What follows belongs to an exercise in optimizing a design on an open flow for small area, a short achievable clock period and few clock cycles; a production flow would make more cautious choices. At most, simulation tests tie the RTL to the original design; equivalence was not proved.

== before ==
Design pcm_scaler, start of the top module:
module pcm_scaler (
    input  wire        clk,
    input  wire        rst,           
    input  wire        cfg_wr,
    input  wire        cfg_w16,       
    input  wire        cfg_signed,    
    input  wire        cfg_order,     
    input  wire        gain_wr,
    input  wire [31:0] gain_data,     
    output wire [16:0] gain_q,
    input  wire        in_valid,
    input  wire [7:0]  in_byte,
    output reg         in_ready,
    output reg         out_valid,
    output reg  [15:0] out_duty,
    input  wire        out_ready
);
    reg        a_w16;
    reg        a_signed;
    reg        a_order;
    reg [16:0] g;
    reg        g_max;         
    assign gain_q = g;
    always @(posedge clk) begin
        if (rst) begin
            a_w16    <= 1'b0;
            a_signed <= 1'b0;
            a_order  <= 1'b0;
            g        <= 17'h10000;
            g_max    <= 1'b1;
        end else begin
            if (cfg_wr) begin
                a_w16    <= cfg_w16;
                a_signed <= cfg_signed;
                a_order  <= cfg_order;
            end
            if (gain_wr) begin
                if (gain_data[31]) begin
                    g     <= 17'd0;
                    g_max <= 1'b0;
                end else if (|gain_data[30:17] || (gain_data[16] && |gain_data[15:0])) begin
                    g     <= 17'h10000;
                    g_max <= 1'b1;
                end else begin
                    g     <= gain_data[16:0];
                    g_max <= gain_data[16];
                end
            end
        end
    end
    reg        have_b0;
    reg [7:0]  b0;
    wire in_fire  = in_valid && in_ready;
    wire complete = in_fire && (!a_w16 || have_b0);
    wire ld_b0    = a_w16 && !have_b0;
    wire ld       = in_ready && (!a_w16 || have_b0);
    reg [6:0]  xr;            
    reg        x7p;           
    reg        x7n;           
  ...
Settings: LEC_CHECK=0, CAP_MARGIN=20, CORE_MARGIN=2, CORE_UTILIZATION=40, CTS_BUF_LIST=sky130_fd_sc_hd__clkbuf_8, CTS_CLUSTER_SIZE=24, SLEW_MARGIN=20, SYNTH_HIERARCHICAL=1, SYNTH_MINIMUM_KEEP_SIZE=0; clock period 15.0 ns.
standard.sh (not shown) runs the stock make flow with config.mk's settings and CLKGATE_MAP_FILE= SYNTH_SCRIPT=/design/flow/synth_recipe.tcl, a recipe that flattens the netlist after the stock synthesis.
==> flow/flow/run.sh <==
#!/bin/bash
# Own layout flow: the standard ORFS flow (standard synthesis, floorplan,
# placement, CTS, routing) with two changes: the ports are buffered with the
# small sky130_fd_sc_hd__buf_1 instead of the delay buffer buffer_ports picks
# by default, and timing repair aims at a setup slack of SETUP_SLACK_MARGIN
# at the design's clock period, so it sizes the critical paths. Each run's
# full output goes to a log in this folder.
set -euo pipefail
export BUFFER_PORTS_ARGS="-buffer_cell sky130_fd_sc_hd__buf_1"
export SETUP_SLACK_MARGIN=10.0
bash standard.sh finish > standard_flow.log 2>&1
The following lists how after was set up differently from before:
Settings: clearing CTS_BUF_LIST, which used to be sky130_fd_sc_hd__clkbuf_8; clearing CTS_CLUSTER_SIZE, which used to be 24.
-- flow/flow/run.sh --
<<< before, line 9
export BUFFER_PORTS_ARGS="-buffer_cell sky130_fd_sc_hd__buf_1"
export SETUP_SLACK_MARGIN=10.0
bash standard.sh finish > standard_flow.log 2>&1
>>> after, line 9
export BUFFER_PORTS_ARGS="-buffer_cell sky130_fd_sc_hd__buf_1"
export SETUP_SLACK_MARGIN=10.3
bash standard.sh finish > standard_flow.log 2>&1
- Re count of clock-buffer cells in the layout: before and after aren't equal, and the higher value belongs to before.
- Of before and after, the higher endpoint arrival time on the critical path belongs to before.
- Sort before and after by clock network area share, ascending, and before comes first.
- Number of inserted filler cells in the final layout of after exceeds that of before slightly.
No run of this note included a check of the RTL's function; only the layout flow was run.

---

pcm_scaler, a different RTL version from the one above (not shown whole).
Size: ~680 cells after synthesis, ~84 I/O pins.
export LEC_CHECK = 0
export CAP_MARGIN = 20
export CORE_MARGIN = 2
export CORE_UTILIZATION = 40
export CTS_BUF_LIST = sky130_fd_sc_hd__clkbuf_8
export CTS_CLUSTER_SIZE = 40
export SLEW_MARGIN = 20
export SYNTH_HIERARCHICAL = 1
export SYNTH_MINIMUM_KEEP_SIZE = 0
create_clock -name core_clock -period 15.0 [get_ports {clk}]
==> flow/flow/run.sh <==
#!/bin/bash
# Own layout flow: the standard ORFS flow (standard synthesis, floorplan,
# placement, CTS, routing) unchanged, except that the ports are buffered with
# the small sky130_fd_sc_hd__buf_1 instead of the delay buffer buffer_ports
# picks by default. Each run's full output goes to a log in this folder.
set -euo pipefail
export BUFFER_PORTS_ARGS="-buffer_cell sky130_fd_sc_hd__buf_1"
bash standard.sh finish > standard_flow.log 2>&1
Testbench counts at the start, summed over its fixed seeds: cycles 22,711.
Next try:
--- a/flow/config.mk
+++ b/flow/config.mk
@@ -9,5 +9,6 @@
 export CORE_MARGIN = 2
-export CORE_UTILIZATION = 40
+export CORE_UTILIZATION = 60
 export CTS_BUF_LIST = sky130_fd_sc_hd__clkbuf_8
-export CTS_CLUSTER_SIZE = 40
+export CTS_CLUSTER_SIZE = 24
+export GPL_TIMING_DRIVEN = 1
 export SLEW_MARGIN = 20
The new run produced a clean layout.
Clock-buffer cell count rose by 1.
Sequential cell count stays the same.
Die area is lower by 32%.
Sequential share of layout area rises by 0.40 points.
Via count increases by 1.0%.
Global-route usage grows by 10 points.
Final area went down by 1.3%.
Non-clock buffer count stays the same.
Next try:
--- a/flow/config.mk
+++ b/flow/config.mk
@@ -9,6 +9,5 @@
 export CORE_MARGIN = 2
-export CORE_UTILIZATION = 60
+export CORE_UTILIZATION = 40
 export CTS_BUF_LIST = sky130_fd_sc_hd__clkbuf_8
 export CTS_CLUSTER_SIZE = 24
-export GPL_TIMING_DRIVEN = 1
 export SLEW_MARGIN = 20
Effect: Hold slack is better by 0.015 ns; utilization decreases by 23 points; wire length falls by 0.38%; first-iteration DRC count went down by 26%; sequential share of layout area drops by 0.40 points; global-route usage went down by 10 points; cell area rises by 1.3%; clock-buffer cell count goes down by 1; worst setup slack improves by 0.20 ns; via count decreases by 1.0%.
Next try:
--- a/flow/config.mk
+++ b/flow/config.mk
@@ -12,2 +12,3 @@
 export CTS_CLUSTER_SIZE = 24
+export GPL_TIMING_DRIVEN = 1
 export SLEW_MARGIN = 20
- The new run completed with no timing, DRC or antenna violations
- routed wire length does not change
- register-to-register slack stays flat
- setup slack is unchanged
- synthesized cell count does not change
- clock skew is unchanged
- die area is unchanged

---

== run a ==
RTL: one of the versions met above, not the one the previous note started from.
Size: about 700 cells after synthesis, ~94 flip-flops, roughly 7600 µm² of cells after synthesis.
export LEC_CHECK = 0
export CAP_MARGIN = 20
export CORE_MARGIN = 2
export CORE_UTILIZATION = 40
export SLEW_MARGIN = 20
export SYNTH_HIERARCHICAL = 1
export SYNTH_MINIMUM_KEEP_SIZE = 0
create_clock -name core_clock -period 15.0 [get_ports {clk}]
==> flow/flow/run.sh <==
#!/bin/bash
# Own layout flow: the standard ORFS flow (standard synthesis, floorplan,
# placement, CTS, routing) with two changes: the ports are buffered with the
# small sky130_fd_sc_hd__buf_1 instead of the delay buffer buffer_ports picks
# by default, and timing repair aims at a setup slack of SETUP_SLACK_MARGIN
# at the design's clock period, so it sizes the critical paths. Each run's
# full output goes to a log in this folder.
set -euo pipefail
export BUFFER_PORTS_ARGS="-buffer_cell sky130_fd_sc_hd__buf_1"
export SETUP_SLACK_MARGIN=10.0
bash standard.sh finish > standard_flow.log 2>&1
> inputs changed (run a -> run b)
==> flow/flow/run.sh <==
#!/bin/bash
# Own layout flow: the standard ORFS flow (standard synthesis, floorplan,
# placement, CTS, routing) unchanged, except that the ports are buffered with
# the small sky130_fd_sc_hd__buf_1 instead of the delay buffer buffer_ports
# picks by default. Each run's full output goes to a log in this folder.
set -euo pipefail
export BUFFER_PORTS_ARGS="-buffer_cell sky130_fd_sc_hd__buf_1"
bash standard.sh finish > standard_flow.log 2>&1
[summary]
- Compared with run a, run b shows post-route cell area lower by 740 µm².
- Post-layout worst setup margin: lower on run b
No run of this note included a check of the RTL's function; only the layout flow was run.

---

Setup of blue:
Another version of the RTL of pcm_scaler (not shown whole).
For scale: roughly 94 flip-flops.
clock: 15.0 ns
lec_check: 0
cap_margin: 20
core_margin: 2
core_utilization: 40
slew_margin: 20
synth_hierarchical: 1
synth_minimum_keep_size: 0
==> flow/flow/run.sh <==
#!/bin/bash
# Own layout flow: the standard ORFS flow (standard synthesis, floorplan,
# placement, CTS, routing) unchanged, except that the ports are buffered with
# the small sky130_fd_sc_hd__buf_1 instead of the delay buffer buffer_ports
# picks by default. Each run's full output goes to a log in this folder.
set -euo pipefail
export BUFFER_PORTS_ARGS="-buffer_cell sky130_fd_sc_hd__buf_1"
bash standard.sh finish > standard_flow.log 2>&1
blue has completed all stages; timing, DRC and antenna checks passed.
Inputs modified between blue and red:
==> flow/flow/run.sh <==
#!/bin/bash
# Own layout flow: the standard ORFS flow (standard synthesis, floorplan,
# placement, CTS, routing) with two changes: the ports are buffered with the
# small sky130_fd_sc_hd__buf_1 instead of the delay buffer buffer_ports picks
# by default, and timing repair aims at a setup slack of SETUP_SLACK_MARGIN
# at the design's clock period, so it sizes the critical paths. Each run's
# full output goes to a log in this folder.
set -euo pipefail
export BUFFER_PORTS_ARGS="-buffer_cell sky130_fd_sc_hd__buf_1"
export SETUP_SLACK_MARGIN=10.5
bash standard.sh finish > standard_flow.log 2>&1
Notes after the runs:
- The critical path capture point comes out out_duty[13]$_DFFE_PP_ in one run and out_duty[4]$_DFFE_PP_ in the other, namely in red and blue respectively.
- Re number of I/O pins: no difference whatsoever between red and blue.
- red against blue; footprint of the multi-input gates is up by a little under 10%.
- Routed wire length on met2 grows by a little under 10% when moving from blue to red.
- Final area: red vs blue up about 11%
Function was not checked in any run of this note: the RTL went through the layout flow alone.

---

== the reference run ==
Starting RTL as in the previous note.
make LEC_CHECK=0 CAP_MARGIN=50 CORE_MARGIN=2 CORE_UTILIZATION=40 SLEW_MARGIN=75 SYNTH_HIERARCHICAL=1 SYNTH_MINIMUM_KEEP_SIZE=0 finish   # period 15.0 ns
run.sh (not shown) runs the stock make flow with config.mk's settings and CLKGATE_MAP_FILE= SYNTH_SCRIPT=/design/flow/synth_recipe.tcl, a recipe that flattens the netlist after the stock synthesis.
Stock flow here: none of the scripts above is used.
[inputs] the trial run vs the reference run
Settings: SLEW_MARGIN changed from 75 to 20; CAP_MARGIN changed from 50 to 20.
==> flow/flow/run.sh (new file) <==
#!/bin/bash
# Own layout flow: the standard ORFS flow (standard synthesis, floorplan,
# placement, CTS, routing) with two changes: the ports are buffered with the
# small sky130_fd_sc_hd__buf_1 instead of the delay buffer buffer_ports picks
# by default, and timing repair aims at a setup slack of SETUP_SLACK_MARGIN
# at the design's clock period, so it sizes the critical paths. Each run's
# full output goes to a log in this folder.
set -euo pipefail
export BUFFER_PORTS_ARGS="-buffer_cell sky130_fd_sc_hd__buf_1"
export SETUP_SLACK_MARGIN=11.2
bash standard.sh finish > standard_flow.log 2>&1
==> flow/standard.sh (new file) <==
#!/bin/bash
# synth_recipe.tcl (not shown) runs the flow's synth.tcl, then flattens the netlist and writes it again
# the make line also repeats each setting of config.mk as NAME=value (left out here)
make -C /OpenROAD-flow-scripts/flow DESIGN_CONFIG=/design/flow/config.mk WORK_HOME=/design/flow/orfs CLKGATE_MAP_FILE= SYNTH_SCRIPT=/design/flow/synth_recipe.tcl "${@:-finish}"
removed: flow/run.sh
## What came out
- On clock-buffer cell count, the lower figure sits with the trial run, not the reference run.
- The trial run vs the reference run on worst setup slack: the trial run is the higher one.
- Compared with the reference run, in the trial run slew of the pin with the lowest slew margin shows an increase of 550 ps; growth of design area from synthesis to finish shows an increase of 13 points; total non-filler cell area in the finished layout shows an increase of about 11%; clock skew shows no meaningful change.
No functional check of the RTL was part of any run of this note.

-- static timing again, ports no longer ideal --
No port has a modelled driver above. Below, the same layouts with a new extraction and two added sets of constraints.
Step 1: set_driving_cell puts a clkbuf_16 on clk and a buf_2 on each other input, an assumption about the parent block.
Step 2, shift: input delay + t, output delay - t, t = (earliest + latest rising clock arrival at the registers) / 2. This alone moves slack from input paths to output paths.
a / b / c = no drivers / after step 1 / after step 2; a / b = the first two.
run	t (ns)	slack for setup (ns)	worst hold slack (ns)	clock arrival spread, ns
before	0.406	10.112 / 10.112 / 10.112	0.531 / 0.531 / 0.531	0.016 / 0.016
after	0.386	10.272 / 10.272 / 10.260	0.529 / 0.529 / 0.529	0.011 / 0.011
the first run of note 2	0.410	9.721 / 9.721 / 9.721	0.540 / 0.540 / 0.540	0.019 / 0.019
the second run of note 2	0.415	9.522 / 9.522 / 9.522	0.525 / 0.525 / 0.525	0.012 / 0.013
the third run of note 2	0.410	9.721 / 9.721 / 9.721	0.540 / 0.540 / 0.540	0.019 / 0.019
the fourth run of note 2	0.410	9.721 / 9.721 / 9.721	0.540 / 0.540 / 0.540	0.019 / 0.019
run a	0.387	10.145 / 10.145 / 10.145	0.527 / 0.527 / 0.527	0.010 / 0.010
run b	0.384	9.679 / 9.679 / 9.679	0.527 / 0.527 / 0.527	0.010 / 0.010
blue	0.388	9.737 / 9.737 / 9.737	0.522 / 0.522 / 0.522	0.007 / 0.006
red	0.386	10.270 / 10.270 / 10.265	0.524 / 0.524 / 0.524	0.012 / 0.012
the reference run	0.386	9.597 / 9.597 / 9.597	0.525 / 0.525 / 0.525	0.008 / 0.008
the trial run	0.389	10.285 / 10.285 / 10.285	0.522 / 0.522 / 0.522	0.008 / 0.008
After both steps every run listed still meets setup and hold. The setup slack of after, which loses most, moves by 0.000 ns with the drivers and by -0.012 ns with both steps.
